Source: an optimization exercise on an open RTL-to-GDS flow (aim: small area, a short achievable clock period and few clock cycles per item). Production flows keep margins and buffers that such runs may drop. Where RTL was checked, it was by simulation tests only, not by an equivalence proof against the original. Function not checked in runs 2 and 3: the RTL went through the layout flow alone. Power is estimated from default activity; no workload was simulated.

==> flow/design.v, too long to show whole: its modules and the start of the top module <==
// module ats_sensor_scan: 5230 lines
module ats_sensor_scan (
    input  wire        clk,
    input  wire        rst,           
    input  wire        start,         
    input  wire [15:0] now,           
    input  wire [7:0]  max_temp,      
    input  wire [7:0]  dis_temp,      
    output reg         ready,
    output reg  [7:0]  adc_en,        
    input  wire [15:0] adc_raw,       
    output reg         done,          
    output wire [63:0] readings,      
    output reg  [7:0]  max_reading,
    output reg         overheat
);
  // ...
==> flow/flow/run.sh <==
#!/bin/bash
# Own flow: the standard layout (standard.sh, unchanged synthesis and
# settings from config.mk), except that the port buffers are plain
# sky130_fd_sc_hd__buf_2 cells (the standard flow picks a delay buffer,
# clkdlybuf4s50_1, which is both larger and slower). Every input and output
# port still gets its buffer. The whole make output goes to flow.log in the
# work folder; ORFS keeps each step's own log under orfs/logs/.
set -euo pipefail
export BUFFER_PORTS_ARGS="-buffer_cell sky130_fd_sc_hd__buf_2"
bash standard.sh > flow.log 2>&1
==> flow/standard.sh <==
#!/bin/bash
# synth_recipe.tcl (not shown) runs the flow's synth.tcl, then flattens the netlist and writes it again
# the make line also repeats each setting of config.mk as NAME=value (left out here)
make -C /OpenROAD-flow-scripts/flow DESIGN_CONFIG=/design/flow/config.mk WORK_HOME=/design/flow/orfs CLKGATE_MAP_FILE= SYNTH_SCRIPT=/design/flow/synth_recipe.tcl "${@:-finish}"
==> flow/config.mk <==
export PLATFORM = sky130hd
export DESIGN_NAME = ats_sensor_scan
export DESIGN_NICKNAME = ats_sensor_scan
export VERILOG_FILES = /design/flow/design.v
export SDC_FILE = /design/flow/constraint.sdc
export NUM_CORES = 4
export LEC_CHECK = 0
export CAP_MARGIN = 30
export CORE_MARGIN = 2
export CORE_UTILIZATION = 40
export CTS_CLUSTER_DIAMETER = 150
export CTS_CLUSTER_SIZE = 30
export PLACE_DENSITY = 0.72
export SLEW_MARGIN = 20
==> flow/constraint.sdc <==
create_clock -name core_clock -period 17.0 [get_ports {clk}]
set_input_delay 3.4000 -clock core_clock [delete_from_list [all_inputs] [get_ports {clk}]]
set_output_delay 3.4000 -clock core_clock [all_outputs]
set_load 0.01 [all_outputs]
==> notes.md, run 1 <==
status finished clean; Inserted Diodes 1; top cells by area, synth edfxtp_1 (28%), dfxtp_1 (21%), o21ai_0 (3.5%), a21oi_1 (3.4%), nor2_1 (2.6%); Clk Latency, worst-skew pair 520 ps; comb pwr 278 µW; WL/cell 30.8 µm; Mapped Area 0.0137 mm²; CP Data Required Time 13600 ps; Clock Power Share 25.3%; Crit path depth 1; flip-flop and latch power 775 µW; final-layout non-clock buffer area share 6.62%; post-CTS sizing 0; post-synthesis adder-cell area fraction 3.75%; largest family of logic cells by synthesized area compound AO/OA/AOI/OAI gates; final-report hold violation count 0; Post-Syn Instances 1425; overall die width 189 µm; Worst R2R Start raw_q[11]; design area 0.0153 mm²; leakage 5.53 nW; Min Clock Period, post-route 4570 ps; Post-synth ARST share 0%; Ports 134; Seq. cell area 0.00670 mm²; Worst R2R Path Depth 10; part of the power in combinational logic 19.7%; XOR/XNOR share of the synthesized area 1.40%; max layer used met5
Testbench counts, summed over its fixed seeds: cycles 35,208, scans 3,200.
==> run 2: changes to the inputs <==
--- a/flow/design.v
+++ b/flow/design.v
@@ -1,17 +1,17 @@
 module ats_sensor_scan (
     input  wire        clk,
     input  wire        rst,           
     input  wire        start,         
     input  wire [15:0] now,           
     input  wire [7:0]  max_temp,      
     input  wire [7:0]  dis_temp,      
     output reg         ready,
-    output reg  [7:0]  adc_en,        
+    output wire [7:0]  adc_en,        
     input  wire [15:0] adc_raw,       
     output reg         done,          
     output wire [63:0] readings,      
     output reg  [7:0]  max_reading,
     output reg         overheat
 );
     localparam [15:0] DC_THRESHOLD = 16'd1000;
     localparam [15:0] SC_THRESHOLD = 16'd64000;
@@ -20,53 +20,58 @@
     localparam [7:0] SHORT_CIRCUIT  = 8'h80;
     localparam [7:0] OTHER_ERROR    = 8'h81;
     localparam [7:0] LIMIT_DISABLED = 8'h80;
     reg  [3:0] cnt;               
     reg        proc;              
     reg  [7:0] chan;              
     reg        wr;                
     reg        fresh;
+    reg        ld;                
     wire accept = start & ready;
     reg  [3:0] cnt_n;
     always @(*) begin
         if (accept)               cnt_n = 4'd1;
         else if (cnt == 4'd11)    cnt_n = 4'd0;
         else if (cnt != 4'd0)     cnt_n = cnt + 4'd1;
         else                      cnt_n = 4'd0;
     end
-    wire [7:0] chan_rd = {chan[5:0], chan[7:6]};    
+    reg        rd_act;            
+    assign adc_en = {8{rd_act}} & {chan[6:0], chan[7]};
     reg [15:0] now_q;             
     reg [15:0] t_prev;            
     reg        g_pend;            
     reg [15:0] g_since;
     reg [7:0]  hi_q, lo_q;
     reg [15:0] raw_q;
     always @(posedge clk) begin
         raw_q <= adc_raw;
-        if (accept) begin
+        if (ld) begin
             now_q  <= now;
             hi_q   <= max_temp;
             lo_q   <= dis_temp;
         end
-        t_prev <= now_q;
+        if (cnt == 4'd10)
+            t_prev <= now_q;
         if (rst) begin
             cnt    <= 4'd0;
             ready  <= 1'b1;
-            adc_en <= 8'd0;
+            ld     <= 1'b1;
+            rd_act <= 1'b0;
             proc   <= 1'b0;
             done   <= 1'b0;
             chan   <= 8'd1;
             wr     <= 1'b0;
             fresh  <= 1'b1;
         end else begin
             cnt    <= cnt_n;
             ready  <= ~accept & (ready | (cnt == 4'd10));
-            adc_en <= (accept | (cnt != 4'd0 && cnt < 4'd8)) ? chan_rd : 8'd0;
-            proc   <= (adc_en != 8'd0);
+            ld     <= (cnt_n == 4'd0) | (cnt_n == 4'd11);
+            rd_act <= accept | (cnt != 4'd0 && cnt < 4'd8);
+            proc   <= rd_act;
             done   <= (cnt == 4'd10);
             chan   <= {chan[6:0], chan[7]};
             wr     <= proc;
             if (done) fresh <= 1'b0;
         end
     end
     reg [7:0]  rd [0:7];
     reg        r_pdc   [0:7];
@@ -93,21 +98,19 @@
     wire sc_cond = (raw_q > SC_THRESHOLD);
     wire dc_lat  = (rd_old == DISCONNECTED);
     wire sc_lat  = (rd_old == SHORT_CIRCUIT);
     wire [15:0] diff = now_q - ((cnt == 4'd10) ? g_since : t_prev);
     wire [15:0] gap  = diff;
     reg  [6:0]  gap_lo;
     reg         gap_small, gap_wrap;
     always @(posedge clk) begin
-        if (cnt == 4'd1) begin
-            gap_lo    <= gap[6:0];
-            gap_small <= (gap < TIMEOUT);
-            gap_wrap  <= (gap > 16'd65436);
-        end
+        gap_lo    <= gap[6:0];
+        gap_small <= (gap < TIMEOUT);
+        gap_wrap  <= (gap > 16'd65436);
     end
     wire [7:0] wsum = {1'b0, waited} + {1'b0, gap_lo};
     wire expired = gap_small ? (wsum >= 8'd100) :
                    gap_wrap  ? ~wsum[7] :
                                1'b1;
     wire [6:0] elapsed = wsum[6:0];       
     wire dc_lat_n  = dc_lat | (dc_cond & pdc & expired);
     wire sc_lat_n  = sc_lat | (sc_cond & psc & expired);
@@ -5200,16 +5203,18 @@
     wire hi_en    = (hi_q != LIMIT_DISABLED);
     wire lo_en    = (lo_q != LIMIT_DISABLED);
     wire raise_req = hi_en & (any_gt_hi | rq_gt_hi);
     wire lower_req = lo_en & all_lt_lo & rq_lt_lo;
     wire g_expired = (diff >= TIMEOUT);
     always @(posedge clk) begin
         if (cnt == 4'd3 || rq_gt_m)
             max_reading <= r_q;
+        if (cnt == 4'd10 && !lower_req && raise_req && !overheat && !g_pend)
+            g_since <= now_q;
         any_gt_hi <= (cnt != 4'd3 && any_gt_hi) | rq_gt_hi;
         all_lt_lo <= (cnt == 4'd3 || all_lt_lo) & rq_lt_lo;
         if (rst) begin
             overheat <= 1'b0;
             g_pend   <= 1'b0;
         end else if (cnt == 4'd10) begin
             if (lower_req) begin
                 overheat <= 1'b0;
@@ -5217,14 +5222,13 @@
             end else if (raise_req) begin
                 if (overheat) begin
                     g_pend <= 1'b0;
                 end else if (g_pend && g_expired) begin
                     overheat <= 1'b1;
                     g_pend   <= 1'b0;
                 end else if (!g_pend) begin
                     g_pend  <= 1'b1;
-                    g_since <= now_q;
                 end
             end
         end
     end
 endmodule
==> flow/flow/run.sh (replaced) <==
#!/bin/bash
# Own flow: the standard layout (standard.sh, unchanged synthesis), with
#  - the port buffers made of plain buffers.
# The whole make output goes to flow.log in the work folder; ORFS keeps each
# step's own log under orfs/logs/.
set -euo pipefail
export SETUP_SLACK_MARGIN="${SETUP_SLACK_MARGIN_OWN:-12}"
export TNS_END_PERCENT=100
export BUFFER_PORTS_ARGS="-buffer_cell sky130_fd_sc_hd__buf_2"
bash standard.sh > flow.log 2>&1
==> flow/config.mk (replaced) <==
export PLATFORM = sky130hd
export DESIGN_NAME = ats_sensor_scan
export DESIGN_NICKNAME = ats_sensor_scan
export VERILOG_FILES = /design/flow/design.v
export SDC_FILE = /design/flow/constraint.sdc
export NUM_CORES = 4
export LEC_CHECK = 0
export CAP_MARGIN = 30
export CORE_MARGIN = 2
export CORE_UTILIZATION = 40
export CTS_CLUSTER_DIAMETER = 120
export CTS_CLUSTER_SIZE = 24
export SLEW_MARGIN = 20
==> run 2 against run 1 <==
Effect of this change:
- still clean
- setup slack got worse by 330 ps
- sequential share of layout area decreased by 0.11 points
- cell area down 0.51%
- flip-flop and latch count shrank 6
- final cell count down 0.96%
- global-route usage down 0.91 points
- via count shrank 3.2%
- critical path depth increased by 1
- combinational power decreased by 9.7%
- critical path type unchanged
- critical endpoint is now adc_en[5]
==> notes.md, run 2 <==
die area 0.0353 mm² (was 0.0358 mm²); Vias/cell 6.61 (was 6.76); global-route wire length before repair 83.6 mm (was 86.9 mm); Mapped Area 0.0135 mm² (was 0.0137 mm²); CP Data Required Time 13600 ps (about the same); CP arrival 1500 ps (was 1170 ps); TritonCTS clock tree yes (unchanged); Root Buffer clkbuf_16 (unchanged); EDFF count, synth 136 (was 129); sequential element share of the synthesized area 49.2% (was 48.8%); final clock skew 30.2 ps (was 39.5 ps); most frequent cells in the layout edfxtp_1 (136), buf_2 (134), dfxtp_1 (127) (was dfxtp_1 (139), buf_2 (135), edfxtp_1 (129)); dominant synthesized flop cell edfxtp_1 (was dfxtp_1); max reg flops 64 (unchanged); Min Clock Period, post-route 4900 ps (was 4570 ps); cell taking the most area after synthesis edfxtp_1 (unchanged); area of placed instances 0.0147 mm² (was 0.0149 mm²); WL/cell 30.0 µm (was 30.8 µm); CTS H-Tree Depth 1 (unchanged); clock buffer depth 3 (unchanged); initial core utilization 40.5% (was 40.8%); overall die width 188 µm (was 189 µm); via count 12.9k (was 13.3k); drt drc 0 (unchanged); RSZ-0062 raised after global routing no (unchanged); I/O Buffers 133 (unchanged); biggest regs rd x64, r_wait x56 (unchanged); Setup Viol. Count Final 0 (unchanged); worst-path fanout max 11 (was 2); TritonCTS buffer count 15 (was 13); worst rel slew slack 31.5% (was 27.7%); Inserted Diodes 0 (was 1); Slowest-stage cell, CP dfxtp_1 (was edfxtp_1); Startpoint Class flop (unchanged); final-report hold violation count 0 (unchanged); Tcrit/Tclk final 28.8% (was 26.9%); Post-synth top cells edfxtp_1 (136), dfxtp_1 (128), nor2_1 (95) (was dfxtp_1 (141), edfxtp_1 (129), nor2_1 (96), o21ai_0 (96)); top-area cell type share of the netlist area 30.2% (was 28.2%); Buf/Inv on CP 1 (unchanged); Syn Area/Cell 9.74 µm² (was 9.63 µm²); layout cells sized above 1 15.5% (was 14.8%); Core Area 0.0334 mm² (was 0.0336 mm²); Worst Tran Pin Value 1010 ps (was 1080 ps); post-CTS setup buffer count 0 (unchanged); DRC marker count from the first detailed-route iteration 1713 (was 2420); Ports 134 (unchanged); unique cell type count in the Yosys netlist 81 (was 82); CTS Hold Buffers Added 0 (unchanged); crit path kind reg -> out (unchanged); antenna-violating nets left 0 (unchanged); FMAX 0.204 GHz (was 0.219 GHz); CP delay by family, top flip-flops (unchanged); TNS Setup 0 ps (unchanged); Site Rows 67 (unchanged); worst path cell trace and2_1 > buf_2 (was buf_2); Nets 1574 (was 1594); Post-Syn Nets 1466 (was 1504); status finished clean (unchanged); Area Overhead vs Synth 12.4% (was 11.3%); max incr delay on CP 660 ps (was 470 ps); Post-Syn Instances 1388 (was 1425); Max-Cap Viols 0 (unchanged); CTS sink cnt 264 (was 270); drt total wl 58.5 mm (was 60.7 mm); Total GRT Usage 32.1% (was 33.0%); Post-synth ARST share 0% (unchanged); Hold WC Path Type reg -> reg (unchanged); number of global-route vias before repair 12.3k (was 12.7k); initial antenna violation count 1 (unchanged); post-CTS sizing 0 (unchanged); design area 0.0152 mm² (was 0.0153 mm²); Clk Latency, worst-skew pair 520 ps (about the same); RePlAce Congestion 1.09 (was 1.18); count of final max-slew check failures 0 (unchanged); grt ovf 0 (unchanged); Worst setup EP type output port (unchanged); worst vdd ir 0.123 mV (was 0.128 mV); leakage 5.50 nW (was 5.53 nW); most common cell after layout, fill and taps aside edfxtp_1 (was dfxtp_1); Synth Warn # 5 (unchanged); First-pass DRT Iterations 6 (was 9); cell area power density 89.6 mW/mm² (was 92.3 mW/mm²); Biggest register rd (unchanged); largest net degree at the start of global routing 43 (was 55); top cells by area, synth edfxtp_1 (30%), dfxtp_1 (19%), a21oi_1 (3.5%), o21ai_0 (3.4%), nor2_1 (2.6%) (was edfxtp_1 (28%), dfxtp_1 (21%), o21ai_0 (3.5%), a21oi_1 (3.4%), nor2_1 (2.6%)); Reg clk slew, reported paths 90 ps (was 110 ps); most common cell in the synthesized netlist edfxtp_1 (was dfxtp_1); DP Wirelength 42.9 mm (was 42.3 mm); Die Y 188 µm (was 189 µm); Synth Register Bits 264 (was 270)
## run 2: cell count changes after synthesis, sizes merged, moves of 6 or more
cell / before / now
a2111oi: 17 / 11
nor4: 30 / 23
o211ai: 25 / 31
nor3: 50 / 38
a311oi: 6 / 12
edfxtp: 129 / 136
dfxtp: 141 / 128
buf: 49 / 36
o2bb2ai: 1 / 8
## run 2: worst register-to-register path, delay by kind of cell, from the launching register on
family                 cells  cell delay (ps)
AND/OR/NAND/NOR            5             2080
flip-flops                 1              320
buffers and inverters      1              450
AO/OA/AOI/OAI              3             1190
## run 2: worst paths after layout
kind                     start           end  slack, ps  depth (start not counted)
setup reg to reg      raw_q[7]        r_q[2]      12840                          9
hold reg to reg   r_wait[4][2]  r_wait[3][2]        330                          0
setup / recovery       chan[4]     adc_en[5]      12100                          2
hold / removal    r_wait[4][2]  r_wait[3][2]        330                          0
## run 2: power by group
group	total [mW]	leakage (nW)	internal [mW]	switching, mW
registers	0.730	2.29	0.705	0.0258
logic	0.251	2.99	0.0794	0.171
clock network	0.380	0.215	0.174	0.206
## run 2: metal layers
| layer | track usage (%) | vias up | part of all wire (%) |
|---|---|---|---|
| met5 | 0 | - | 0.022 |
| met4 | 14.2 | 2 | 5.5 |
| met2 | 48.0 | 908 | 42 |
| met1 | 42.9 | 6224 | 40 |
| li1 | - | 5557 | - |
| met3 | 9.66 | 212 | 12 |
## run 2: cells by family after synthesis
| kind of cell | count (synthesis) | synth area share (%) |
|---|---|---|
| AOI/OAI and AO/OA | 487 | 24.6 |
| xor gates and xnor gates | 17 | 1.10 |
| adders and majority gates | 37 | 3.41 |
| buffers and inverters | 134 | 3.95 |
| DFF | 264 | 49.2 |
| muxes | 23 | 1.75 |
| and+or+nand+nor | 426 | 16.0 |
## run 2: layout make-up
class | instances | area [µm²]
fillers | 3283 | 18200
flip-flops and latches | 264 | 6650
multi-input cells | 990 | 6350
repair buffers | 180 | 1020
well taps | 448 | 561
clock buffers | 22 | 412
inverters | 45 | 169
clock inverters | 2 | 38.8
## run 2: stage by stage
stage               hold WS [ps]  utilization [%]  worst slack, ps  total power, mW  cells
finish                       325             45.5            12100             1.36   1951
detailed placement           312             44.2            12520            0.984   1927
global route                 337             45.5            12030             1.41   1951
CTS                          331             45.5            12110             1.36   1951
global placement             310             44.1            12500            0.988   1925
floorplan                    310                -            12570            0.883   1388
==> run 3: changes to the inputs <==
--- a/flow/flow/run.sh
+++ b/flow/flow/run.sh
@@ -4,7 +4,7 @@
 # The whole make output goes to flow.log in the work folder; ORFS keeps each
 # step's own log under orfs/logs/.
 set -euo pipefail
-export SETUP_SLACK_MARGIN="${SETUP_SLACK_MARGIN_OWN:-12}"
+export SETUP_SLACK_MARGIN="${SETUP_SLACK_MARGIN_OWN:-0}"
 export TNS_END_PERCENT=100
 export BUFFER_PORTS_ARGS="-buffer_cell sky130_fd_sc_hd__buf_2"
 bash standard.sh > flow.log 2>&1
==> run 3 against run 2 <==
Effect of this change:
- sequential power about the same
- via count unchanged
- total power did not move
- highest routed layer unchanged
- count of clock-buffer cells in the layout is the same
- setup slack is the same
- global-route usage did not move
- critical endpoint unchanged
- final cell count is the same
- critical path depth unchanged
- synthesized cell count unchanged
- flip-flop and latch count is the same
- register-to-register slack barely moved
==> notes.md, run 3 <==
status finished clean (unchanged); cell area power density 89.6 mW/mm² (unchanged); post-route insts no fill 1951 (unchanged); Reg clk slew, reported paths 90 ps (about the same); TritonCTS clock tree yes (unchanged); worst rel slew slack 31.5% (unchanged); Biggest register rd (unchanged); layout cells sized above 1 15.5% (unchanged); total power 1.36 mW (unchanged); most common cell in the synthesized netlist edfxtp_1 (unchanged); overall die width 188 µm (unchanged); number of global-route vias before repair 12.3k (unchanged); Worst setup EP type output port (unchanged); First-pass DRT Iterations 6 (unchanged); most frequent cells in the layout edfxtp_1 (136), buf_2 (134), dfxtp_1 (127) (unchanged); Mapped Area 0.0135 mm² (unchanged); drt drc 0 (unchanged); Post-Syn Nets 1466 (unchanged); XOR/XNOR share of the synthesized area 1.10% (unchanged); TritonCTS buffer count 15 (unchanged); FMAX 0.204 GHz (unchanged); Tcrit/Tclk final 28.8% (unchanged); Synth Register Bits 264 (unchanged); biggest regs rd x64, r_wait x56 (unchanged); cell taking the most area after synthesis edfxtp_1 (unchanged); Clk Latency, worst-skew pair 520 ps (about the same); antenna-violating nets left 0 (unchanged); WL/cell 30.0 µm (unchanged); initial core utilization 40.5% (unchanged); RePlAce Congestion 1.09 (unchanged); area share of and/or/nand/nor cells after synthesis 16.0% (unchanged); CP Data Required Time 13600 ps (about the same); final hold slack 325 ps (unchanged); Compound-Gate Fraction of Synth Area 24.6% (unchanged); top-area cell type share of the netlist area 30.2% (unchanged); max reg flops 64 (unchanged); final clock skew 30.2 ps (unchanged); dpl cells 1927 (unchanged); CTS sink cnt 264 (unchanged); share of synthesized area spent on multiplexers 1.75% (unchanged); Max-Cap Viols 0 (unchanged); Area Overhead vs Synth 12.4% (unchanged); grt ovf 0 (unchanged); Core Area 0.0334 mm² (unchanged); unique cell type count in the Yosys netlist 81 (unchanged); Total GRT Usage 32.1% (unchanged); clock buffer depth 3 (unchanged); Hold WC Path Type reg -> reg (unchanged); DP Wirelength 42.9 mm (unchanged); Worst Tran Pin Value 1010 ps (unchanged); largest family of logic cells by synthesized area compound AO/OA/AOI/OAI gates (unchanged); Inserted Diodes 0 (unchanged); final-report hold violation count 0 (unchanged); leakage 5.50 nW (unchanged); worst vdd ir 0.123 mV (unchanged); post-CTS setup buffer count 0 (unchanged); Post-Syn Instances 1388 (unchanged); Syn Area/Cell 9.74 µm² (unchanged); RSZ-0062 raised after global routing no (unchanged); TNS Setup 0 ps (unchanged); DRC marker count from the first detailed-route iteration 1713 (unchanged); Vias/cell 6.61 (unchanged); post-synthesis adder-cell area fraction 3.41% (unchanged); Die Y 188 µm (unchanged); Reg2Reg Setup Slack 12840 ps (about the same); I/O Buffers 133 (unchanged); global-route wire length before repair 83.6 mm (unchanged); via count 12.9k (unchanged); Setup Viol. Count Final 0 (unchanged); FILL cells 3283 (unchanged); initial antenna violation count 1 (unchanged); drt total wl 58.5 mm (unchanged); worst-path fanout max 11 (unchanged); Site Rows 67 (unchanged); EDFF count, synth 136 (unchanged); Nets 1574 (unchanged); Post-synth top cells edfxtp_1 (136), dfxtp_1 (128), nor2_1 (95) (unchanged); sequential element share of the synthesized area 49.2% (unchanged); CTS Hold Buffers Added 0 (unchanged); crit path kind reg -> out (unchanged); most common cell after layout, fill and taps aside edfxtp_1 (unchanged); die area 0.0353 mm² (unchanged); largest net degree at the start of global routing 43 (unchanged); Post-synth ARST share 0% (unchanged); post-CTS sizing 0 (unchanged); count of final max-slew check failures 0 (unchanged); dominant synthesized flop cell edfxtp_1 (unchanged); top cells by area, synth edfxtp_1 (30%), dfxtp_1 (19%), a21oi_1 (3.5%), o21ai_0 (3.4%), nor2_1 (2.6%) (unchanged); Startpoint Class flop (unchanged); Ports 134 (unchanged); Min Clock Period, post-route 4900 ps (unchanged); CTS H-Tree Depth 1 (unchanged); Synth Warn # 5 (unchanged); CP arrival 1500 ps (about the same); Root Buffer clkbuf_16 (unchanged)
run 3: cell counts in the layout (fill, tap and decap cells not counted):
No cell type changed its count.
run 3: cell type report:
cell class              count  area [µm²]  share of cell area (%)
clock buffers              22         412                    2.71
clock inverters             2        38.8                   0.255
inverters                  45         169                    1.11
multi-input cells         990        6350                    41.8
flip-flops and latches    264        6650                    43.8
well taps                 448         561                    3.69
repair buffers            180        1020                    6.69
run 3: worst max-delay path: stages (launching register included):
cell and delay, ps:
dfxtp_1 660, and2_1 200, buf_2 120
run 3: final timing paths:
check	depth (start not counted)	startpoint	endpoint
worst max register to register	9	raw_q[7]	r_q[2]
worst min register to register	0	r_wait[4][2]	r_wait[3][2]
worst max-delay path	2	chan[4]	adc_en[5]
worst min-delay path	0	r_wait[4][2]	r_wait[3][2]
run 3: cell families (layout without fill, tap and decap cells):
logic type / Yosys count / in the layout
buffers and inverters: 134 / 249
adders and majority gates: 37 / 37
AOI/OAI and AO/OA: 487 / 487
xor gates and xnor gates: 17 / 17
DFF: 264 / 264
and+or+nand+nor: 426 / 426
muxes: 23 / 23
run 3: stage by stage:
step	util (%)	setup slack, ps	area (µm²)
final	45.5	12100	15200
after global routing	45.5	12030	15200
after floorplan	-	12570	13500
after CTS	45.5	12110	15200
after detailed placement	44.2	12520	14700
after global placement	44.1	12500	14700
run 3: layer usage:
layer  global-route usage [%]  routed length (µm)  up-vias
met1                     42.9               23600     6224
met5                        0                  13        -
met2                     48.0               24600      908
met4                     14.2                3220        2
li1                         -                   -     5557
met3                     9.66                7010      212
run 3: report_power, final:
part	leakage, nW	total [mW]	switching [mW]	internal (mW)
sequential	2.29	0.730	0.0258	0.705
clock	0.215	0.380	0.206	0.174
combinational	2.99	0.251	0.171	0.0794

==> separate check: timing with driven ports <==
The results above use ideal ports. As a check the final layouts listed here were re-extracted and re-timed, cells and wires unchanged. Step 1 (the two cells are an assumption about what drives the block):
set clk [get_ports {clk}]
set_driving_cell -lib_cell sky130_fd_sc_hd__clkbuf_16 $clk
set_driving_cell -lib_cell sky130_fd_sc_hd__buf_2 [delete_from_list [all_inputs] $clk]
Step 2, shift: input delay + t, output delay - t, t = (earliest + latest rising clock arrival at the registers) / 2. This alone moves slack from input paths to output paths. Three values: ideal, step 1, step 2; two values: the first two.
| run | t (ns) | slack for setup (ns) | clock arrival spread, ns | worst register clock-pin slew, ns |
|---|---|---|---|---|
| run 1 | 0.564 | 12.428 / 12.370 / 12.209 | 0.042 / 0.041 | 0.11 / 0.11 |
| run 2 | 0.555 | 12.101 / 12.047 / 12.507 | 0.031 / 0.031 | 0.09 / 0.09 |
| run 3 | 0.555 | 12.101 / 12.047 / 12.507 | 0.031 / 0.031 | 0.09 / 0.09 |
After both steps setup and hold are still met in every run listed. For run 1, which loses most, drivers alone change the setup slack by -0.058 ns; drivers and shift together by -0.219 ns.
